Context: an optimization exercise on an open-source flow, tuned for small area, a short achievable clock period and few clock cycles per item. The choices shown serve that exercise and are no tape-out recipe.
At most, simulation tests tie the RTL to the original design; equivalence was not proved.
For run 1, only the layout was checked, not whether the RTL still works.

==> flow/design.v (outline; a module is shown in full before it is edited, if it fits) <==
// module led_sce_glut: 140 lines
// module led_sce_cell: 3065 lines
module led_sce_cell (
    input  wire               clk,
    input  wire               rst,
    input  wire [15:0]        kp,
    input  wire [15:0]        smooth,
    input  wire [15:0]        noise,
    input  wire               delta,
    input  wire               in_valid,
    output wire               in_ready,
    input  wire signed [17:0] in_target,
    input  wire signed [17:0] in_cur,
    input  wire signed [17:0] in_sm,
    output reg                out_valid,
    input  wire               out_ready,
    output reg  signed [17:0] out_cur,
    output reg  signed [17:0] out_sm,
    output reg         [7:0]  out_value
);
  // ...
==> flow/flow/run.sh <==
#!/bin/bash
# Own layout flow: the standard layout (standard.sh, ORFS synth to finish)
# with two make variables changed:
#  * SYNTH_ARGS=-noabc: Yosys's synth skips its generic "abc -fast" pass, so
#    the full-adder trees written out in the RTL reach extract_fa as written
#    and map to sky130 fa/ha cells without extra inverters. The register
#    names and cell types are the same as in the standard synthesis.
#  * BUFFER_PORTS_ARGS: every input and output port still gets its buffer,
#    but a sky130_fd_sc_hd__buf_1 instead of the clkdlybuf4s50_1 delay cell.
#  * CTS_ARGS: clock tree synthesis without dummy loads, clusters of up to 20 sinks.
# Each tool's full output is in the ORFS logs under orfs/logs/; make's own
# output goes to flow_make.log here.
set -euo pipefail
bash standard.sh SYNTH_ARGS=-noabc "BUFFER_PORTS_ARGS=-buffer_cell sky130_fd_sc_hd__buf_1" \
  "CTS_ARGS=-sink_clustering_enable -repair_clock_nets -dont_use_dummy_load -sink_clustering_size 20 -sink_clustering_max_diameter 120" finish > flow_make.log 2>&1
==> flow/standard.sh <==
#!/bin/bash
# synth_recipe.tcl (not shown) runs the flow's synth.tcl, then flattens the netlist and writes it again
# the make line also repeats each setting of config.mk as NAME=value (left out here)
make -C /OpenROAD-flow-scripts/flow DESIGN_CONFIG=/design/flow/config.mk WORK_HOME=/design/flow/orfs CLKGATE_MAP_FILE= SYNTH_SCRIPT=/design/flow/synth_recipe.tcl "${@:-finish}"
==> flow/config.mk <==
export PLATFORM = sky130hd
export DESIGN_NAME = led_sce_cell
export DESIGN_NICKNAME = led_sce_cell
export VERILOG_FILES = /design/flow/design.v
export SDC_FILE = /design/flow/constraint.sdc
export NUM_CORES = 4
export LEC_CHECK = 0
export ABC_AREA = 1
export CAP_MARGIN = 20
export CORE_MARGIN = 2
export CORE_UTILIZATION = 40
export SLEW_MARGIN = 20
export SYNTH_MEMORY_MAX_BITS = 65536
==> flow/constraint.sdc <==
create_clock -name core_clock -period 55.0 [get_ports {clk}]
set_input_delay 11.0000 -clock core_clock [delete_from_list [all_inputs] [get_ports {clk}]]
set_output_delay 11.0000 -clock core_clock [all_outputs]
set_load 0.01 [all_outputs]
==> impl_metrics.tcl, run 1 <==
set metrics [dict create \
    route.layer.met1.wl_mm 47.3 \
    min_from "k_cur[12]" \
    global_route_congestion_overflow_total 0 \
    critPathKind "register to register" \
    floorplan.io_pins 153 \
    relSlewSlack_pct 27.9 \
    worstReg2RegStart "c1[17]" \
    seq_cell_count 281 \
    worst_ep_required_time_ns 55.31 \
    die_w_um 287 \
    nMultiInputCombCells 2726 \
    post-route-min-period_ns 12.45 \
    synth_sequential_area_ratio_pct 23.4 \
    share_of_the_final_layout_cell_area_in_sequential_cells_pct 21.8 \
    nets 4327 \
    synth_xor_area_share_pct 12.3 \
    holdPathEnd "k_cur[12]" \
    setup_slack_ns 42.55 \
    global_route.peak_usage_layer "met2" \
    status "timing/DRC/antenna clean" \
    groute.layer.met1.usage_pct 37.0 \
    layout.cells.non_filler 4690 \
    rsz0062_at_grt "false" \
    post_cts_buffers 0 \
    syn-cell-area_um2 32100 \
    async_reset_ff_share_pct 0 \
    synth.area.mux_share_pct 0 \
    regToRegEndpoint "d2[18]" \
    drt_first_iter_violations 2375 \
    worstRegToRegCells 45 \
    critical_path_buf_inv_count 9 \
    clk_root_buffer_cell "sky130_fd_sc_hd__clkbuf_16" \
    layout.area.seq_um2 7520 \
    drt-pass1-iter-count 8 \
]
==> run 2, diff against run 1 <==
--- a/flow/design.v
+++ b/flow/design.v
@@ -1654,24 +1654,16 @@
     wire ub_rc313;
     wire ub_rc314;
     wire ub_rc315;
     wire ub_rc316;
     wire ub_rc317;
     wire ub_rc318;
     wire ub_rc319;
     wire ub_rc320;
-    wire ub_rs321;
-    wire ub_rc322;
-    wire ub_rs323;
-    wire ub_rc324;
-    wire ub_rs325;
-    wire ub_rc326;
-    wire ub_rs327;
-    wire ub_rc328;
     assign ub_s1 = (gd[7] & u[0]) ^ (gd[6] & u[1]);
     assign ub_c2 = (gd[7] & u[0]) & (gd[6] & u[1]);
     assign ub_s3 = (gd[8] & u[0]) ^ (gd[7] & u[1]) ^ (gd[6] & u[2]);
     assign ub_c4 = ((gd[8] & u[0]) & (gd[7] & u[1])) | ((gd[8] & u[0]) & (gd[6] & u[2])) | ((gd[7] & u[1]) & (gd[6] & u[2]));
     assign ub_s5 = (gd[5] & u[3]) ^ (gd[4] & u[4]);
     assign ub_c6 = (gd[5] & u[3]) & (gd[4] & u[4]);
     assign ub_s7 = (gd[9] & u[0]) ^ (gd[8] & u[1]) ^ (gd[7] & u[2]);
     assign ub_c8 = ((gd[9] & u[0]) & (gd[8] & u[1])) | ((gd[9] & u[0]) & (gd[7] & u[2])) | ((gd[8] & u[1]) & (gd[7] & u[2]));
@@ -1986,26 +1978,18 @@
     assign ub_rc313 = (ub_g_a[0] & ub_g_b[0]) | (ub_g_a[0] & 1'b0) | (ub_g_b[0] & 1'b0);
     assign ub_rc314 = (ub_g_a[1] & ub_g_b[1]) | (ub_g_a[1] & ub_rc313) | (ub_g_b[1] & ub_rc313);
     assign ub_rc315 = (ub_g_a[2] & ub_g_b[2]) | (ub_g_a[2] & ub_rc314) | (ub_g_b[2] & ub_rc314);
     assign ub_rc316 = (ub_g_a[3] & ub_g_b[3]) | (ub_g_a[3] & ub_rc315) | (ub_g_b[3] & ub_rc315);
     assign ub_rc317 = (ub_g_a[4] & ub_g_b[4]) | (ub_g_a[4] & ub_rc316) | (ub_g_b[4] & ub_rc316);
     assign ub_rc318 = (ub_g_a[5] & ub_g_b[5]) | (ub_g_a[5] & ub_rc317) | (ub_g_b[5] & ub_rc317);
     assign ub_rc319 = (ub_g_a[6] & ub_g_b[6]) | (ub_g_a[6] & ub_rc318) | (ub_g_b[6] & ub_rc318);
     assign ub_rc320 = (ub_g_a[7] & ub_g_b[7]) | (ub_g_a[7] & ub_rc319) | (ub_g_b[7] & ub_rc319);
-    assign ub_rs321 = ub_g_a[8] ^ ub_g_b[8] ^ ub_rc320;
-    assign ub_rc322 = (ub_g_a[8] & ub_g_b[8]) | (ub_g_a[8] & ub_rc320) | (ub_g_b[8] & ub_rc320);
-    assign ub_rs323 = ub_g_a[9] ^ ub_g_b[9] ^ ub_rc322;
-    assign ub_rc324 = (ub_g_a[9] & ub_g_b[9]) | (ub_g_a[9] & ub_rc322) | (ub_g_b[9] & ub_rc322);
-    assign ub_rs325 = ub_g_a[10] ^ ub_g_b[10] ^ ub_rc324;
-    assign ub_rc326 = (ub_g_a[10] & ub_g_b[10]) | (ub_g_a[10] & ub_rc324) | (ub_g_b[10] & ub_rc324);
-    assign ub_rs327 = ub_g_a[11] ^ ub_g_b[11] ^ ub_rc326;
-    assign ub_rc328 = (ub_g_a[11] & ub_g_b[11]) | (ub_g_a[11] & ub_rc326) | (ub_g_b[11] & ub_rc326);
-    wire [14:0] ub_sum_hi = ub_g_a[26:12] + ub_g_b[26:12] + {14'd0, ub_rc328};
-    wire [26:0] ub_sum = {ub_sum_hi, ub_rs327, ub_rs325, ub_rs323, ub_rs321, 1'b0, 1'b0, 1'b0, 1'b0, 1'b0, 1'b0, 1'b0, 1'b0};
+    wire [18:0] ub_sum_hi = ub_g_a[26:8] + ub_g_b[26:8] + {18'd0, ub_rc320};
+    wire [26:0] ub_sum = {ub_sum_hi, 1'b0, 1'b0, 1'b0, 1'b0, 1'b0, 1'b0, 1'b0, 1'b0};
     wire        [26:0] b_sum = ub_sum;
     wire signed [18:0] dsm   = b_sum[26:8];
     reg signed [17:0] c2, s2;
     reg signed [18:0] d2;
     always @(posedge clk) if (en) begin
         c2 <= c1;
         s2 <= s1;
         d2 <= dsm;
==> flow/flow/run.sh (replaced) <==
#!/bin/bash
# Own layout flow: the standard layout (standard.sh, ORFS synth to finish)
# with two make variables changed:
#  * SYNTH_ARGS=-noabc: Yosys's synth skips its generic "abc -fast" pass, so
#    the full-adder trees written out in the RTL reach extract_fa as written
#    and map to sky130 fa/ha cells without extra inverters. The register
#    names and cell types are the same as in the standard synthesis.
#  * BUFFER_PORTS_ARGS: every input and output port still gets its buffer,
#    but a sky130_fd_sc_hd__buf_1 instead of the clkdlybuf4s50_1 delay cell.
#  * SETUP_SLACK_MARGIN=43.3: the timing repair aims at paths of at most 11.7 ns (the
#    constraints and clock period are unchanged).
#  * CTS_ARGS: clock tree synthesis without dummy loads, clusters of up to 20 sinks.
# Each tool's full output is in the ORFS logs under orfs/logs/; make's own
# output goes to flow_make.log here.
set -euo pipefail
bash standard.sh SYNTH_ARGS=-noabc "BUFFER_PORTS_ARGS=-buffer_cell sky130_fd_sc_hd__buf_1" SETUP_SLACK_MARGIN=43.3 \
  "CTS_ARGS=-sink_clustering_enable -repair_clock_nets -dont_use_dummy_load -sink_clustering_size 20 -sink_clustering_max_diameter 120" finish > flow_make.log 2>&1
==> flow/config.mk (replaced) <==
export PLATFORM = sky130hd
export DESIGN_NAME = led_sce_cell
export DESIGN_NICKNAME = led_sce_cell
export VERILOG_FILES = /design/flow/design.v
export SDC_FILE = /design/flow/constraint.sdc
export NUM_CORES = 4
export LEC_CHECK = 0
export ABC_AREA = 1
export CAP_MARGIN = 20
export CORE_MARGIN = 2
export CORE_UTILIZATION = 60
export SLEW_MARGIN = 20
export SYNTH_MEMORY_MAX_BITS = 65536
==> impl_metrics.tcl, run 2 <==
set metrics [dict create \
    clk_root_buffer_cell "sky130_fd_sc_hd__clkbuf_16" \
    global_route_congestion_overflow_total 0 \
    critPathKind "register to output port" \
    mostFrequentLayoutCells "sky130_fd_sc_hd__nand2_1, sky130_fd_sc_hd__fa_1, sky130_fd_sc_hd__nor2_1" \
    wl_mm 104 \
    final_common_cell "sky130_fd_sc_hd__nand2_1" \
    tightestPinTransition_ns 1.05 \
    groute.layer.met1.usage_pct 50.3 \
    regMostFlops "d2" \
    clock_insertion_delay_at_the_later_pin_of_the_skew_report_ns 0.57 \
    synth_edf_count 189 \
    worst_ep_required_time_ns 44.00 \
    clk_pin_slew_worst_paths_ns 0.09 \
    setup_slack_of_the_most_critical_reg_to_reg_path_ns 43.97 \
    drt_first_iter_violations 3053 \
    grt_pass1_vias 27700 \
    critical_path_arrival_ns 1.11 \
    yosys.area.top_type_share_pct 24.5 \
    global_route.usage.met3_pct 7.99 \
    global_route.usage.total_pct 37.2 \
    worstSetupEndpointType "output port" \
    syn_inst 3591 \
    max_cap_viol_count 0 \
    yosys-top-cells-area "sky130_fd_sc_hd__fa_1, sky130_fd_sc_hd__edfxtp_1, sky130_fd_sc_hd__xor2_1" \
    post-dp-hpwl_mm 77.8 \
    tritoncts "built" \
    timing.final.setup_violations 0 \
    clock_sink_count 281 \
    die_height_um 236 \
    num_rows 84 \
    area_growth_syn_to_layout_pct 6.22 \
    holdPathEnd "c2[8]" \
    die_area_um2 55500 \
    drt-pass1-iter-count 6 \
    post_route_cells_drive_above_1_share_pct 5.31 \
    synth_fp_nets 4276 \
    status "timing/DRC/antenna clean" \
    fin_worst_hold_slack_ns 0.447 \
    flops_latches_synth 281 \
    netlist_top_cells_count "sky130_fd_sc_hd__nand2_1, sky130_fd_sc_hd__fa_1, sky130_fd_sc_hd__nor2_1" \
    antenna_violations_before_repair 6 \
    relSlewSlack_pct 29.4 \
    grt_pass1_wl_mm 160 \
    synth.yosys.warnings 2 \
    cts_hold_buf 0 \
    core_area_um2 52800 \
    post_cts_buffers 0 \
    placement.io_buffers 152 \
    placed_cells 4320 \
    postSynthAreaPerCell_um2 8.96 \
    post-synth-top-count-cell "sky130_fd_sc_hd__nand2_1" \
    drtAntennaViolNets 0 \
    fin_worst_skew_ns 0.0742 \
    synth_top_flop_cell "sky130_fd_sc_hd__edfxtp_1" \
    global_route.peak_usage_layer "met2" \
    netlist.top_cell.by_area "sky130_fd_sc_hd__fa_1" \
    layout.cells.non_filler 4345 \
    regToRegEndpoint "d2[18]" \
    critical_path_buf_inv_count 1 \
    ctsLongestPathBuffers 3 \
    critical-path-slowest-cell "sky130_fd_sc_hd__edfxtp_1" \
    place_congestion 1.03 \
    worstReg2RegStart "c1[17]" \
    post_drt_via_cell_ratio 6.33 \
    preCtsSetupSlack_ns 42.47 \
    final_core_utilization_pct 64.8 \
    worstRegToRegCells 50 \
    start_kind "register" \
    syn-cell-area_um2 32200 \
    worstHoldPathType "register to register" \
    cts_made_buffers 20 \
    achievable-frequency_ghz 0.0826 \
    maxSlewViolCount 0 \
    portion_of_the_clock_cycle_consumed_by_the_worst_path_in_the_final_layout_pct 22.0 \
    floorplan.io_pins 153 \
    timing.critical_path.slowest_cell_delay_ns 0.39 \
    maximum_fanout_along_the_worst_path 1 \
    die_w_um 236 \
    routed_wire_length_per_instance_um 23.8 \
    synthDistinctLibCells 56 \
    start_util_pct 61.0 \
    detail_route.drc_violations 0 \
    synth_sequential_area_ratio_pct 23.4 \
    hold_depth 0 \
    global_route.usage.met2_pct 58.3 \
    post-route-min-period_ns 12.11 \
    grt_start_max_net_pins 107 \
    largest_register_ffs 19 \
    vias 27500 \
    rsz0062_at_grt "true" \
    cpLargestDelayFamily "flip-flops" \
    async_reset_ff_share_pct 0 \
    total_negative_slack_ns 0 \
    min_from "c1[8]" \
    setup_slack_ns 42.89 \
    crit_path_cell_trace "clkbuf_2" \
    nets 4342 \
    finalHoldViolations 0 \
    cts-htree-levels 1 \
]
-- run 2: cell count changes in the layout (fill, tap and decap cells not counted), sizes merged, moves of 5 or more --
cell | before | now
buf | 234 | 199
clkbuf | 19 | 55
nand2 | 500 | 487
nand3 | 118 | 96
o211ai | 10 | 18
o22ai | 299 | 292
inv | 355 | 364
o311ai | 8 | 15
nor2 | 351 | 377
nor3 | 18 | 23
-- run 2: per-stage QoR --
step                      instance area, um^2
after floorplan                         32200
after global routing                    34200
after CTS                               34100
after global placement                  33600
final                                   34200
after detailed placement                33600
-- run 2: how the worst max path moves through the flow --
stage	from	to	slack, ns	depth (start not counted)
floorplan	out_ready	out_cur[0]	42.87	2
global placement	out_ready	rdy	42.54	5
detailed placement	out_ready	rdy	42.47	5
CTS	out_cur[16]	out_cur[16]	42.87	1
global route	out_cur[16]	out_cur[16]	42.85	1
finish	out_cur[10]	out_cur[10]	42.89	1
-- run 2: routing by layer --
layer	wire length, um	part of all wire [%]
met1	40500	39
met2	46700	45
met3	11100	11
met4	5310	5.1
met5	27	0.026
-- run 2: cells by family (layout without fill, tap and decap cells) --
family	after synthesis	after routing	synth area share, %
fa+ha+maj	578	578	31.7
other cells	0	2	0
buf+inv	581	645	6.86
compound gates	685	685	13.0
flops	281	281	23.4
xor+xnor	447	447	12.3
simple gates	1019	1019	12.8
-- run 2: what timing repair did --
item | CTS | global route
endpoints found under the hold margin | 0 | 0
cloned | 1 | 1
resized for setup | 5 | 43
endpoints found under the setup margin | 94 | 66
-- run 2: final cells by class --
| type | instances | area [um^2] |
|---|---|---|
| Sequential cell | 281 | 7520 |
| Clock buffer | 20 | 500 |
| Timing Repair Buffer | 234 | 1230 |
| Multi-Input combinational cell | 2729 | 22600 |
| Fill cell | 4269 | 18600 |
| Tap cell | 688 | 861 |
| Antenna cell | 2 | 5.00 |
| Inverter | 389 | 1470 |
| Timing Repair inverter | 2 | 12.5 |
Testbench counts of run 2, summed over its fixed seeds: cycles 16,032, items 16,000.
==> run 3, diff against run 2 <==
--- a/flow/flow/run.sh
+++ b/flow/flow/run.sh
@@ -7,11 +7,9 @@
 #    names and cell types are the same as in the standard synthesis.
 #  * BUFFER_PORTS_ARGS: every input and output port still gets its buffer,
 #    but a sky130_fd_sc_hd__buf_1 instead of the clkdlybuf4s50_1 delay cell.
-#  * SETUP_SLACK_MARGIN=43.3: the timing repair aims at paths of at most 11.7 ns (the
-#    constraints and clock period are unchanged).
 #  * CTS_ARGS: clock tree synthesis without dummy loads, clusters of up to 20 sinks.
 # Each tool's full output is in the ORFS logs under orfs/logs/; make's own
 # output goes to flow_make.log here.
 set -euo pipefail
-bash standard.sh SYNTH_ARGS=-noabc "BUFFER_PORTS_ARGS=-buffer_cell sky130_fd_sc_hd__buf_1" SETUP_SLACK_MARGIN=43.3 \
+bash standard.sh SYNTH_ARGS=-noabc "BUFFER_PORTS_ARGS=-buffer_cell sky130_fd_sc_hd__buf_1" \
   "CTS_ARGS=-sink_clustering_enable -repair_clock_nets -dont_use_dummy_load -sink_clustering_size 20 -sink_clustering_max_diameter 120" finish > flow_make.log 2>&1
==> impl_metrics.tcl, run 3 <==
set metrics [dict create \
    status "timing/DRC/antenna clean" \
    timing.critical_path.slowest_cell_delay_ns 0.39 \
    finish.instance_area_um2 34000 \
    drt_first_iter_violations 3134 \
    grt_pass1_vias 28100 \
    regToRegEndpoint "c1[14]" \
    clk_pin_slew_worst_paths_ns 0.09 \
    ctsLongestPathBuffers 3 \
    wl_met2_mm 48.2 \
    netlist_top_cells_count "sky130_fd_sc_hd__nand2_1, sky130_fd_sc_hd__fa_1, sky130_fd_sc_hd__nor2_1" \
    synth_top_flop_cell "sky130_fd_sc_hd__edfxtp_1" \
    drt-pass1-iter-count 8 \
    nets 4336 \
    cp-startpoint "out_cur[12]" \
    post-synth-top-count-cell "sky130_fd_sc_hd__nand2_1" \
    global_route.usage.total_pct 38.2 \
    critical-path-slowest-cell "sky130_fd_sc_hd__edfxtp_1" \
    post-route-min-period_ns 12.09 \
    start_util_pct 61.0 \
    tritoncts "built" \
    die_height_um 236 \
    fin_worst_hold_slack_ns 0.370 \
    timing.critical_path.depth 1 \
    critical_path_buf_inv_count 1 \
    place_congestion 1.02 \
    post-dp-hpwl_mm 79.7 \
    fin_worst_skew_ns 0.0664 \
    relSlewSlack_pct 9.10 \
    synth_sequential_area_ratio_pct 23.4 \
    route.layer.met1.wl_mm 41.8 \
    flops_latches_synth 281 \
    setup_slack_of_the_most_critical_reg_to_reg_path_ns 43.24 \
    clock_sink_count 281 \
    drtAntennaViolNets 0 \
    maxSlewViolCount 0 \
    worstHoldPathType "register to register" \
    antenna_violations_before_repair 1 \
    yosys.area.top_type_share_pct 24.5 \
    routed_wire_length_per_instance_um 24.5 \
    preCtsSetupSlack_ns 42.78 \
    vias 27900 \
    worstReg2RegStart "t0[2]" \
    start_kind "register" \
    netlist.top_cell.by_area "sky130_fd_sc_hd__fa_1" \
    placedInstanceArea_um2 33500 \
    async_reset_ff_share_pct 0 \
    worst_ep_required_time_ns 44.00 \
    final_common_cell "sky130_fd_sc_hd__nand2_1" \
    synth.yosys.warnings 2 \
    crit_path_cell_trace "buf_1" \
    yosys-top-cells-area "sky130_fd_sc_hd__fa_1, sky130_fd_sc_hd__edfxtp_1, sky130_fd_sc_hd__xor2_1" \
    clock_insertion_delay_at_the_later_pin_of_the_skew_report_ns 0.56 \
    mostFrequentLayoutCells "sky130_fd_sc_hd__nand2_1, sky130_fd_sc_hd__fa_1, sky130_fd_sc_hd__nor2_1" \
    cts_resized 0 \
    post_drt_via_cell_ratio 6.43 \
    synthDistinctLibCells 56 \
    maximum_fanout_along_the_worst_path 1 \
    critical_path_arrival_ns 1.09 \
    area_growth_syn_to_layout_pct 5.82 \
    floorplan.io_pins 153 \
    detail_route.drc_violations 0 \
    total_negative_slack_ns 0 \
    cts-htree-levels 1 \
    post_route_cells_drive_above_1_share_pct 4.03 \
    wl_mm 106 \
    rsz0062_at_grt "false" \
    largest_register_ffs 19 \
    postSynthAreaPerCell_um2 8.96 \
    die_area_um2 55500 \
    syn-cell-area_um2 32200 \
    critPathCapture "out_cur[12]" \
    tightestPinTransition_ns 1.35 \
    regMostFlops "d2" \
    highest_layer_used_for_signal_routing "met5" \
    cts_hold_buf 0 \
    count_of_fill_cells_added_during_filler_insertion 4423 \
    portion_of_the_clock_cycle_consumed_by_the_worst_path_in_the_final_layout_pct 22.0 \
    clk_root_buffer_cell "sky130_fd_sc_hd__clkbuf_16" \
    num_rows 84 \
    timing.final.setup_violations 0 \
    synth_edf_count 189 \
    met3_wirelength_mm 11.1 \
    max_cap_viol_count 0 \
    achievable-frequency_ghz 0.0827 \
    syn_inst 3591 \
    cts_made_buffers 19 \
    grt_start_max_net_pins 80 \
    layout.area.seq_um2 7520 \
    grt_pass1_wl_mm 164 \
    critPathKind "register to output port" \
    die_w_um 236 \
    post_cts_buffers 0 \
    global_route_congestion_overflow_total 0 \
    worstSetupEndpointType "output port" \
    setup_slack_ns 42.91 \
    core_area_um2 52800 \
    worstRegToRegCells 57 \
    placement.io_buffers 152 \
    cpLargestDelayFamily "flip-flops" \
    finalHoldViolations 0 \
    multiInputGateArea_um2 22600 \
    synth_fp_nets 4276 \
]
## run 3: cell types whose count changed in the layout (fill, tap and decap cells not counted), moves of 3 or more
| cell | before | now |
|---|---|---|
| sky130_fd_sc_hd__o21ai_0 | 115 | 118 |
| sky130_fd_sc_hd__a21oi_1 | 119 | 122 |
| sky130_fd_sc_hd__o21ai_1 | 18 | 15 |
| sky130_fd_sc_hd__buf_1 | 116 | 152 |
| sky130_fd_sc_hd__clkbuf_2 | 35 | 0 |
## run 3: how the worst min path moves through the flow
stage	startpoint	endpoint	slack (ns)	depth (start not counted)
3_5_place_dp	c1[16]	c2[16]	0.41	0
6_report	c1[16]	c2[16]	0.37	0
2_1_floorplan	c1[16]	c2[16]	0.40	0
5_1_grt	c1[16]	c2[16]	0.39	0
4_1_cts	c1[16]	c2[16]	0.36	0
3_3_place_gp	c1[16]	c2[16]	0.40	0
## run 3: final cells by class
type,count,area share (%)
clock buffer,19,1.40
timing repair buffer,231,3.42
inverter,389,4.30
tap,688,2.53
multi-input combinational,2729,66.3
antenna,1,0.00735
sequential,281,22.1
## run 3: kinds of logic (layout without fill, tap and decap cells)
group	Yosys count	in the layout	synth area share (%)
AO/OA/AOI/OAI	685	685	13.0
XOR/XNOR	447	447	12.3
adder cells (fa/ha/maj)	578	578	31.7
buffers and inverters	581	639	6.86
flip-flops	281	281	23.4
other	0	1	0
AND/OR/NAND/NOR	1019	1019	12.8
## run 3: through the flow
| step | util, % | std cells |
|---|---|---|
| after floorplan | - | 3591 |
| after CTS | 64.5 | 4337 |
| after detailed placement | 63.6 | 4318 |
| after global placement | 63.6 | 4318 |
| final | 64.5 | 4338 |
| after global routing | 64.5 | 4337 |
## run 3: per-layer routing
| layer | vias to the layer above | track usage, % |
|---|---|---|
| li1 | 12100 | - |
| met3 | 341 | 6.91 |
| met2 | 1851 | 60.1 |
| met1 | 13700 | 52.6 |
| met5 | - | 0 |
| met4 | 2 | 15.5 |
==> run 4, diff against run 3 <==
--- a/flow/flow/run.sh
+++ b/flow/flow/run.sh
@@ -12,4 +12,4 @@
 # output goes to flow_make.log here.
 set -euo pipefail
 bash standard.sh SYNTH_ARGS=-noabc "BUFFER_PORTS_ARGS=-buffer_cell sky130_fd_sc_hd__buf_1" \
-  "CTS_ARGS=-sink_clustering_enable -repair_clock_nets -dont_use_dummy_load -sink_clustering_size 20 -sink_clustering_max_diameter 120" finish > flow_make.log 2>&1
+  "CTS_ARGS=-sink_clustering_enable -repair_clock_nets -dont_use_dummy_load -sink_clustering_size 20 -sink_clustering_max_diameter 120 -branching_point_buffers_distance 2000 -distance_between_buffers 2000" finish > flow_make.log 2>&1
==> impl_metrics.tcl, run 4 <==
set metrics [dict create \
    status "timing/DRC/antenna clean" \
    yosys.area.top_type_share_pct 24.5 \
    num_rows 84 \
    nets 4336 \
    syn-cell-area_um2 32200 \
    grt_pass1_wl_mm 164 \
    post_cts_buffers 0 \
    critPathKind "register to output port" \
    cts_hold_buf 0 \
    count_of_fill_cells_added_during_filler_insertion 4423 \
    place_congestion 1.02 \
    flops_latches_synth 281 \
    cts_made_buffers 19 \
    detail_route.drc_violations 0 \
    area_growth_syn_to_layout_pct 5.82 \
    grt_pass1_vias 28100 \
    antenna_violations_before_repair 1 \
    postSynthAreaPerCell_um2 8.96 \
    clk_root_buffer_cell "sky130_fd_sc_hd__clkbuf_16" \
    synth_edf_count 189 \
    placement.io_buffers 152 \
    async_reset_ff_share_pct 0 \
    max_cap_viol_count 0 \
    synth_top_family_by_area "adder cells" \
    clk_pin_slew_worst_paths_ns 0.09 \
    crit_path_cell_trace "buf_1" \
    wl_mm 106 \
    synth_simple_gate_area_share_pct 12.8 \
    synth_compound_gate_area_share_pct 13.0 \
    fin_worst_skew_ns 0.0664 \
    syn_inst 3591 \
    netlist.top_cell.by_area "sky130_fd_sc_hd__fa_1" \
    synth_top_flop_cell "sky130_fd_sc_hd__edfxtp_1" \
    start_kind "register" \
    synth_fp_nets 4276 \
    layout.area.seq_um2 7520 \
    timing.final.setup_violations 0 \
    timing.critical_path.depth 1 \
    maximum_fanout_along_the_worst_path 1 \
    synthDistinctLibCells 56 \
    maxSlewViolCount 0 \
    timing.critical_path.slowest_cell_delay_ns 0.39 \
    synth_fa_ha_area_share_pct 31.7 \
    synth.yosys.warnings 2 \
    cpLargestDelayFamily "flip-flops" \
    grt_start_max_net_pins 80 \
    portion_of_the_clock_cycle_consumed_by_the_worst_path_in_the_final_layout_pct 22.0 \
    total_negative_slack_ns 0 \
    synth.area.mux_share_pct 0 \
    worst_ep_required_time_ns 44.00 \
    worstRegToRegCells 57 \
    achievable-frequency_ghz 0.0827 \
    yosys-top-cells-area "sky130_fd_sc_hd__fa_1, sky130_fd_sc_hd__edfxtp_1, sky130_fd_sc_hd__xor2_1" \
    tightestPinTransition_ns 1.35 \
    clock_sink_count 281 \
    critical_path_arrival_ns 1.09 \
    die_height_um 236 \
    relSlewSlack_pct 9.10 \
    global_route.usage.total_pct 38.2 \
    die_area_um2 55500 \
    clock_insertion_delay_at_the_later_pin_of_the_skew_report_ns 0.56 \
    core_area_um2 52800 \
    global_route_congestion_overflow_total 0 \
    cts-htree-levels 1 \
    critical-path-slowest-cell "sky130_fd_sc_hd__edfxtp_1" \
    vias 27900 \
    finish.instance_area_um2 34000 \
    worstHoldPathType "register to register" \
    tritoncts "built" \
    netlist_top_cells_count "sky130_fd_sc_hd__nand2_1, sky130_fd_sc_hd__fa_1, sky130_fd_sc_hd__nor2_1" \
    drt-pass1-iter-count 8 \
    finalHoldViolations 0 \
    post-synth-top-count-cell "sky130_fd_sc_hd__nand2_1" \
    rsz0062_at_grt "false" \
    hold_depth 0 \
    synth_sequential_area_ratio_pct 23.4 \
    post_drt_via_cell_ratio 6.43 \
    ctsLongestPathBuffers 3 \
    regMostFlops "d2" \
    drtAntennaViolNets 0 \
    largest_register_ffs 19 \
    start_util_pct 61.0 \
    worstSetupEndpointType "output port" \
    post-route-min-period_ns 12.09 \
    mostFrequentLayoutCells "sky130_fd_sc_hd__nand2_1, sky130_fd_sc_hd__fa_1, sky130_fd_sc_hd__nor2_1" \
    cts_resized 0 \
    post-dp-hpwl_mm 79.7 \
    routed_wire_length_per_instance_um 24.5 \
    final_common_cell "sky130_fd_sc_hd__nand2_1" \
    floorplan.io_pins 153 \
    die_w_um 236 \
    placedInstanceArea_um2 33500 \
    post_route_cells_drive_above_1_share_pct 4.03 \
    synth_xor_area_share_pct 12.3 \
    critical_path_buf_inv_count 1 \
    multiInputGateArea_um2 22600 \
    drt_first_iter_violations 3134 \
]
run 4: layout make-up:
type,instances,area share (%)
antenna,1,0.00735
clock buffer,19,1.40
inverter,389,4.30
multi-input combinational,2729,66.3
sequential,281,22.1
tap,688,2.53
timing repair buffer,231,3.42
run 4: path summary, 6_finish.rpt:
kind	startpoint	endpoint	slack, ns
max	out_cur[12]	out_cur[12]	42.91
min	c1[16]	c2[16]	0.37
max reg2reg	t0[2]	c1[14]	43.24
min reg2reg	c1[16]	c2[16]	0.37
run 4: cells by family (layout without fill, tap and decap cells):
family          after synthesis  after routing
flops                       281            281
other cells                   0              1
fa+ha+maj                   578            578
simple gates               1019           1019
compound gates              685            685
xor+xnor                    447            447
buf+inv                     581            639
run 4: metrics by stage:
stage / utilization, % / std cells / worst slack, ns / hold WS, ns
6_report: 64.5 / 4338 / 42.91 / 0.370
3_5_place_dp: 63.6 / 4318 / 42.78 / 0.405
5_1_grt: 64.5 / 4337 / 42.40 / 0.395
3_3_place_gp: 63.6 / 4318 / 42.84 / 0.404
2_1_floorplan: - / 3591 / 42.67 / 0.400
4_1_cts: 64.5 / 4337 / 42.89 / 0.363
run 4: routing by layer:
| metal | GRT usage, % | wire length [um] |
|---|---|---|
| met1 | 52.6 | 41800 |
| met2 | 60.1 | 48200 |
| met3 | 6.91 | 11100 |
| met4 | 15.5 | 5080 |
| met5 | 0 | 14 |

port drivers added, routing unchanged:
In the flow no input, the clock included, has a driving cell. The finished layouts below were timed again as built, in two steps.
Step 1 (the two cells are an assumption about what drives the block):
set clk [get_ports {clk}]
set_driving_cell -lib_cell sky130_fd_sc_hd__clkbuf_16 $clk
set_driving_cell -lib_cell sky130_fd_sc_hd__buf_2 [delete_from_list [all_inputs] $clk]
Step 2, shift: input delay + t, output delay - t, t = (earliest + latest rising clock arrival at the registers) / 2. This alone moves slack from input paths to output paths.
Three values: ideal, step 1, step 2; two values: the first two.
| run | t, ns | setup WS [ns] | worst register clock-pin slew, ns |
|---|---|---|---|
| run 1 | 0.597 | 42.550 / 42.550 / 42.550 | 0.09 / 0.09 |
| run 2 | 0.600 | 42.893 / 42.830 / 42.819 | 0.09 / 0.09 |
| run 3 | 0.594 | 42.913 / 42.851 / 42.765 | 0.10 / 0.10 |
| run 4 | 0.594 | 42.913 / 42.851 / 42.765 | 0.10 / 0.10 |
After both steps every run listed still meets setup and hold.
